What follows belongs to an exercise in optimizing a design on an open flow for small area; a production flow would make more cautious choices. In this exercise RTL edits were held to simulation tests only and were not proved equivalent to the original. Power is estimated from default activity; no workload was simulated.

==> flow/design.v <==
module pcal64_rte (
    input  wire        clk,
    input  wire        rst,             
    input  wire        addr_sel,        
    input  wire        cmd_valid,
    input  wire [63:0] cmd_word,
    output wire        resp_accepted,
    output wire [1:0]  resp_reason,
    output wire        bus_req_valid,
    output wire        bus_req_rw,
    output wire [6:0]  bus_req_addr,
    output wire [7:0]  bus_req_reg,
    output wire [1:0]  bus_req_len,
    output wire [15:0] bus_req_wdata,
    input  wire        bus_done,
    input  wire        bus_ok,
    input  wire [15:0] bus_rdata,
    input  wire        irq_edge,
    output wire        done_valid,
    output wire [7:0]  done_tag,
    output wire        done_status,
    output wire [15:0] done_value,
    output wire        irq_valid,
    output wire [7:0]  irq_tag,
    output wire        irq_status,
    output wire [15:0] irq_changed,
    output wire [15:0] irq_values
);
    localparam [3:0] S_IDLE    = 4'b0000;
    localparam [3:0] S_DONE_C  = 4'b0010;   
    localparam [3:0] S_DONE_S  = 4'b0011;   
    localparam [3:0] S_WC_BW   = 4'b0100;   
    localparam [3:0] S_WC_SI   = 4'b0101;   
    localparam [3:0] S_RI_SV   = 4'b0110;   
    localparam [3:0] S_RS_SV   = 4'b0111;   
    localparam [3:0] S_RO      = 4'b1000;   
    localparam [3:0] S_RI_BR   = 4'b1001;   
    localparam [3:0] S_RO_COND = 4'b1010;   
    localparam [3:0] S_RM      = 4'b1011;   
    localparam [3:0] S_RC_BW   = 4'b1100;   
    localparam [3:0] S_RC_SI   = 4'b1101;   
    localparam [3:0] S_RC_COND = 4'b1110;   
    localparam [3:0] S_WLAST   = 4'b1111;   
    reg [3:0]  st;
    reg [15:0] ra, rb, rc;
    reg        cbv;
    reg [7:0]  tag;
    reg        ihv;
    reg [7:0]  iht;
    reg        pend;
    reg        asel;
    reg        okq;       
    wire [3:0]  op  = cmd_word[63:60];
    wire [15:0] ca  = cmd_word[15:0];
    wire [15:0] cb  = cmd_word[31:16];
    wire [15:0] cc  = cmd_word[47:32];
    wire op_mode = (op == 4'd1);
    wire op_wr   = (op == 4'd2);
    wire op_tgl  = (op == 4'd3);
    wire op_bw   = (op == 4'd4);
    wire op_btgl = (op == 4'd5);
    wire op_si   = (op == 4'd6);
    wire op_br   = (op == 4'd7);
    wire op_set  = (op == 4'd8);
    wire op_clr  = (op == 4'd9);
    wire single  = op_mode | op_wr | op_tgl;
    wire invalid = (op == 4'd0) || (op > 4'd9) || (cmd_word[59:57] != 3'b000);
    wire badpin  = single && (ca[15:4] != 12'd0);
    wire legal   = !invalid && !badpin;
    wire outst  = st[3] | st[2];
    wire s_done = !outst && st[1];
    wire comp   = bus_done && outst;
    wire ok     = bus_ok;
    wire idle_n   = !outst && !(st[1] && pend);
    wire svc      = (s_done && pend) || (idle_n && irq_edge);
    wire cmd_idle = idle_n && !irq_edge;
    wire acc      = cmd_valid && legal && cmd_idle;
    wire acc_seq  = acc && !op[3];
    wire [15:0] X     = bus_rdata;
    wire [15:0] wdata = (X & ~ra) ^ rb;
    wire diff = (|(X & rb)) ^ rc[0] ^ st[2];
    reg [3:0] st_n;
    reg       issue_c;    
    always @(*) begin
        issue_c = 1'b0;
        st_n    = st;
        if (comp) begin
            if (!ok) begin
                st_n = (st[3:1] == 3'b011) ? S_DONE_S : S_DONE_C;
            end else begin
                case (st)
                    S_RO:      begin issue_c = 1'b1; st_n = S_WLAST; end
                    S_RM:      begin issue_c = 1'b1; st_n = S_WLAST; end
                    S_RO_COND,
                    S_RC_COND: begin issue_c = diff; st_n = diff ? S_WLAST : S_DONE_C; end
                    S_RC_BW:   begin issue_c = 1'b1; st_n = S_WC_BW; end
                    S_RC_SI:   begin issue_c = 1'b1; st_n = S_WC_SI; end
                    S_WC_BW:   begin issue_c = 1'b1; st_n = S_RO; end
                    S_WC_SI:   begin issue_c = 1'b1; st_n = S_RM; end
                    S_RI_SV:   begin issue_c = 1'b1; st_n = S_RS_SV; end
                    S_RS_SV:   st_n = S_DONE_S;
                    default:   st_n = S_DONE_C;    
                endcase
            end
        end else if (svc) begin
            st_n = S_RI_SV;
        end else if (s_done) begin
            st_n = S_IDLE;
        end
        if (acc_seq) begin
            case (op[2:0])
                3'd1:    st_n = S_RC_COND;
                3'd2:    st_n = S_RO_COND;
                3'd4:    st_n = S_RC_BW;
                3'd6:    st_n = S_RC_SI;
                3'd7:    st_n = S_RI_BR;
                default: st_n = S_RO;        
            endcase
        end
    end
    wire r1_c = st[3] | ~st[1];
    wire r2_c = st[3] ? st[2] : st[1];
    wire r3_c = st[3] ? (st[1] & st[0]) : (st[1] | st[0]);
    wire r1_a = ~svc & ~op_br;
    wire r2_a = ~svc & (op_mode | op_bw | op_si);
    wire r1   = outst ? r1_c : r1_a;
    wire r2   = outst ? r2_c : r2_a;
    wire r3   = outst & r3_c;
    assign bus_req_valid = !rst && (issue_c || svc || acc_seq);
    assign bus_req_rw    = st[3];
    assign bus_req_reg   = {1'b0, r3, 2'b00, r3, r2, r1, 1'b0};
    assign bus_req_addr  = {6'b010000, asel};
    assign bus_req_len   = 2'd2;
    assign bus_req_wdata = wdata;
    assign resp_accepted = legal && cmd_idle;
    assign resp_reason   = invalid ? 2'd3 : badpin ? 2'd2 : cmd_idle ? 2'd0 : 2'd1;
    wire [3:0] lo = 4'd1 << ca[1:0];
    wire [3:0] hi = 4'd1 << ca[3:2];
    wire       ld = !outst;
    wire [3:0] hi_b = hi & {4{ld & single}};
    wire       a_a  = ld & (op_bw | op_si);
    wire       a_bw = ld & op_bw;
    wire       a_bt = ld & (op_btgl | op_si);
    wire       x_a  = outst & ok;
    wire       c_c  = ld & op_bw;
    wire       b_c  = ld & ~op_bw;
    wire       t_b  = outst;
    wire       keep = ok & ((st == S_RI_BR) | (st == S_RS_SV));
    wire [15:0] d_a, d_b, d_c;
    genvar i;
    generate
        for (i = 0; i < 16; i = i + 1) begin : g_bit
            assign d_a[i] = (ca[i] & a_a) | (X[i] & x_a);
            assign d_b[i] = (lo[i % 4] & hi_b[i / 4]) | (ca[i] & ((~cb[i] & a_bw) | a_bt)) |
                            (rc[i] & ra[i] & t_b);
            assign d_c[i] = (cc[i] & c_c) | (cb[i] & b_c) | (X[i] & keep);
        end
    endgenerate
    wire en_a = acc || (comp && (st == S_RI_SV || (st == S_RS_SV && !ok)));
    wire en_b = acc || (comp && st[3:1] == 3'b110);
    wire en_c = acc || comp;
    always @(posedge clk) begin
        if (en_a) ra <= d_a;
        if (en_b) rb <= d_b;
        if (en_c) rc <= d_c;
        if (acc) begin
            cbv <= cmd_word[56];
            tag <= cmd_word[55:48];
        end
        if (acc && op_set) iht <= cmd_word[55:48];
        okq <= ok;
    end
    always @(posedge clk) begin
        if (rst) begin
            st   <= S_IDLE;
            ihv  <= 1'b0;
            pend <= 1'b0;
            asel <= addr_sel;
        end else begin
            st   <= st_n;
            if (acc && op_set) ihv <= 1'b1;
            if (acc && op_clr) ihv <= 1'b0;
            pend <= irq_edge ? !idle_n : (pend && !s_done);
        end
    end
    assign done_valid  = !rst && s_done && !st[0] && cbv;
    assign done_tag    = tag;
    assign done_status = !okq;
    assign done_value  = rc;
    assign irq_valid   = !rst && s_done && st[0] && ihv;
    assign irq_tag     = iht;
    assign irq_status  = !okq;
    assign irq_changed = rc;
    assign irq_values  = ra;
endmodule
clock: 10.0 ns
lec_check: 0
cap_margin: 0
core_margin: 2
core_utilization: 40
place_density: 0.6
slew_margin: 0
standard.sh (not shown) runs the stock make flow with config.mk's settings and CLKGATE_MAP_FILE= SYNTH_SCRIPT=/design/flow/synth_recipe.tcl, a recipe that flattens the netlist after the stock synthesis.
==> flow/flow/run.sh <==
#!/bin/bash
set -euo pipefail
bash standard.sh "BUFFER_PORTS_ARGS=-buffer_cell sky130_fd_sc_hd__buf_1" \
  "CTS_ARGS=-sink_clustering_enable -repair_clock_nets -dont_use_dummy_load -buf_list sky130_fd_sc_hd__clkbuf_8 -sink_clustering_size 30 -sink_clustering_max_diameter 150" \
  "RECOVER_POWER=100" \
  finish > standard.log 2>&1
==> next run, changes <==
==> flow/flow/run.sh (replaced) <==
#!/bin/bash
# The standard layout (standard.sh) with these changes:
#  - synthesis: synth_recipe.tcl unchanged, but ABC maps with flow/abc_area.script
#  - port buffers made from the smallest buffer cell (buf_1)
#  - clock tree of clkbuf_8 without dummy loads
set -euo pipefail
here=$(pwd)
export FLOW_SYNTH_TCL=$here/synth_recipe.tcl
export OWN_ABC_SCRIPT=$here/flow/abc_area.script
bash standard.sh "SYNTH_SCRIPT=$here/flow/synth.tcl" \
  "BUFFER_PORTS_ARGS=-buffer_cell sky130_fd_sc_hd__buf_1" \
  "CTS_ARGS=-sink_clustering_enable -repair_clock_nets -dont_use_dummy_load -buf_list sky130_fd_sc_hd__clkbuf_8 -sink_clustering_size 30 -sink_clustering_max_diameter 150" \
  finish > standard.log 2>&1
==> flow/flow/abc_area.script (new file) <==
strash
&get -n
&st
&deepsyn -T 20
&dch -f
&nf -a
&put
==> flow/flow/synth.tcl (new file) <==
# The standard flow's synthesis script (synth_recipe.tcl, sourced unchanged), with the ABC
# mapping step run on an area-oriented ABC script instead of ORFS's speed script.
proc abc {args} {
  set i [lsearch -exact $args -script]
  if {$i >= 0} { lset args [expr {$i + 1}] $::env(OWN_ABC_SCRIPT) }
  yosys abc {*}$args
}
source $::env(FLOW_SYNTH_TCL)
CAP_MARGIN = 20   (was 0)
SLEW_MARGIN = 20   (was 0)
The new run completed without violations.
First-iteration DRC count came out lower by 5.8%.
Non-clock buffer count came out higher by 3.
Final area came out lower by 4.5%.
Via count came out lower by 6.6%.
Global-route usage came out higher by 0.31 points.
Hold slack gets worse by 0.036 ns.
Combinational power came out lower by 48%.
Area after synthesis came out lower by 8.4%.
Setup slack gets worse by 0.14 ns.
Die area came out lower by 8.1%.
==> next run, changes <==
--- a/flow/flow/run.sh
+++ b/flow/flow/run.sh
@@ -4,4 +4,5 @@
 #  - port buffers made from the smallest buffer cell (buf_1)
 #  - clock tree of clkbuf_8 without dummy loads
+#  - power recovery (downsizing gates off the critical paths) after global routing
 set -euo pipefail
 here=$(pwd)
@@ -11,3 +12,4 @@
   "BUFFER_PORTS_ARGS=-buffer_cell sky130_fd_sc_hd__buf_1" \
   "CTS_ARGS=-sink_clustering_enable -repair_clock_nets -dont_use_dummy_load -buf_list sky130_fd_sc_hd__clkbuf_8 -sink_clustering_size 30 -sink_clustering_max_diameter 150" \
+  "RECOVER_POWER=100" \
   finish > standard.log 2>&1
The new run ran to the end with violations: max-capacitance violations, max-slew violations; flip-flop and latch count is unchanged; via count is lower by 0.40%; global-route usage does not change; sequential share of layout area grows by 0.22 points; clock-buffer cell count does not change; hold slack stays flat; die area stays the same; setup slack is worse by 0.029 ns; clock skew is about the same; register-to-register slack gets worse by 1.4 ns.
==> next run, changes <==
==> flow/flow/run.sh (replaced) <==
#!/bin/bash
set -euo pipefail
bash standard.sh "BUFFER_PORTS_ARGS=-buffer_cell sky130_fd_sc_hd__buf_1" \
  "CTS_ARGS=-sink_clustering_enable -repair_clock_nets -dont_use_dummy_load -buf_list sky130_fd_sc_hd__clkbuf_8 -sink_clustering_size 30 -sink_clustering_max_diameter 150" \
  "RECOVER_POWER=100" \
  finish > standard.log 2>&1
CORE_UTILIZATION = 65   (was 40)
PLACE_DENSITY = 0.75   (was 0.6)
removed: flow/flow/abc_area.script
removed: flow/flow/synth.tcl
Effect: This time the run ran to the end with no violations. Worst setup slack improves by 0.15 ns. Routed wire length came out higher by about 3.3%. Die area came out lower by about 30%. Total power came out higher by about 20%. Count of clock-buffer cells in the layout stays the same. First-iteration DRC count came out higher by about 70%. Non-clock buffer count came out lower by 3. Critical path depth came out lower by 5. Synthesized cell count came out higher by about 10%. Via count came out higher by about 14%. Hold slack improves by 0.017 ns.
==> next run, changes <==
==> flow/flow/run.sh (replaced) <==
#!/bin/bash
set -euo pipefail
bash standard.sh "BUFFER_PORTS_ARGS=-buffer_cell sky130_fd_sc_hd__buf_1" \
  "CTS_ARGS=-sink_clustering_enable -repair_clock_nets -dont_use_dummy_load -buf_list sky130_fd_sc_hd__clkbuf_8 -sink_clustering_size 30 -sink_clustering_max_diameter 150" \
  finish > standard.log 2>&1
CORE_UTILIZATION = 40   (was 65)
PLACE_DENSITY = 0.6   (was 0.75)
Wire length went up by about 5.5%.
Sequential power is about the same.
Worst setup slack gets better by 0.14 ns.
==> next run, changes <==
==> flow/flow/run.sh (replaced) <==
#!/bin/bash
set -euo pipefail
bash standard.sh "BUFFER_PORTS_ARGS=-buffer_cell sky130_fd_sc_hd__buf_1" \
  "CTS_ARGS=-sink_clustering_enable -repair_clock_nets -dont_use_dummy_load -buf_list {sky130_fd_sc_hd__clkbuf_4 sky130_fd_sc_hd__clkbuf_8} -sink_clustering_size 20 -sink_clustering_max_diameter 60" \
  finish > standard.log 2>&1
After rerunning: Die area stays the same; fmax does not change; cell count stays the same.

re-timing with driven ports:
Ports are ideal in the flow. The routed layouts listed here were re-timed in OpenROAD. Step 1 sets driving cells, clkbuf_16 on the clock port and buf_2 on the other inputs (assumed; they add their load-dependent delay and slew). Step 2 also shifts input and output timing later by t, the mid clock arrival at the registers, as if the neighbouring blocks saw the same clock. Slacks: ideal / step 1 / step 2; pairs: ideal / step 1.
run | t (ns) | setup slack, ns | worst setup path after step 2 | latest minus earliest clock arrival (ns)
the first run | 0.387 | 4.074 / 4.055 / 4.055 | input to output | 0.021 / 0.021
the second run | 0.371 | 3.938 / 3.918 / 3.918 | input to output | 0.030 / 0.030
the third run | 0.370 | 3.909 / 3.889 / 3.889 | input to output | 0.030 / 0.030
the fourth run | 0.369 | 4.059 / 4.036 / 4.036 | input to output | 0.025 / 0.025
the fifth run | 0.386 | 4.197 / 4.176 / 4.176 | input to output | 0.018 / 0.017
the sixth run | 0.386 | 4.197 / 4.176 / 4.176 | input to output | 0.018 / 0.017
For the fourth run, which loses most, drivers alone change the setup slack by -0.023 ns; drivers and shift together by -0.023 ns.
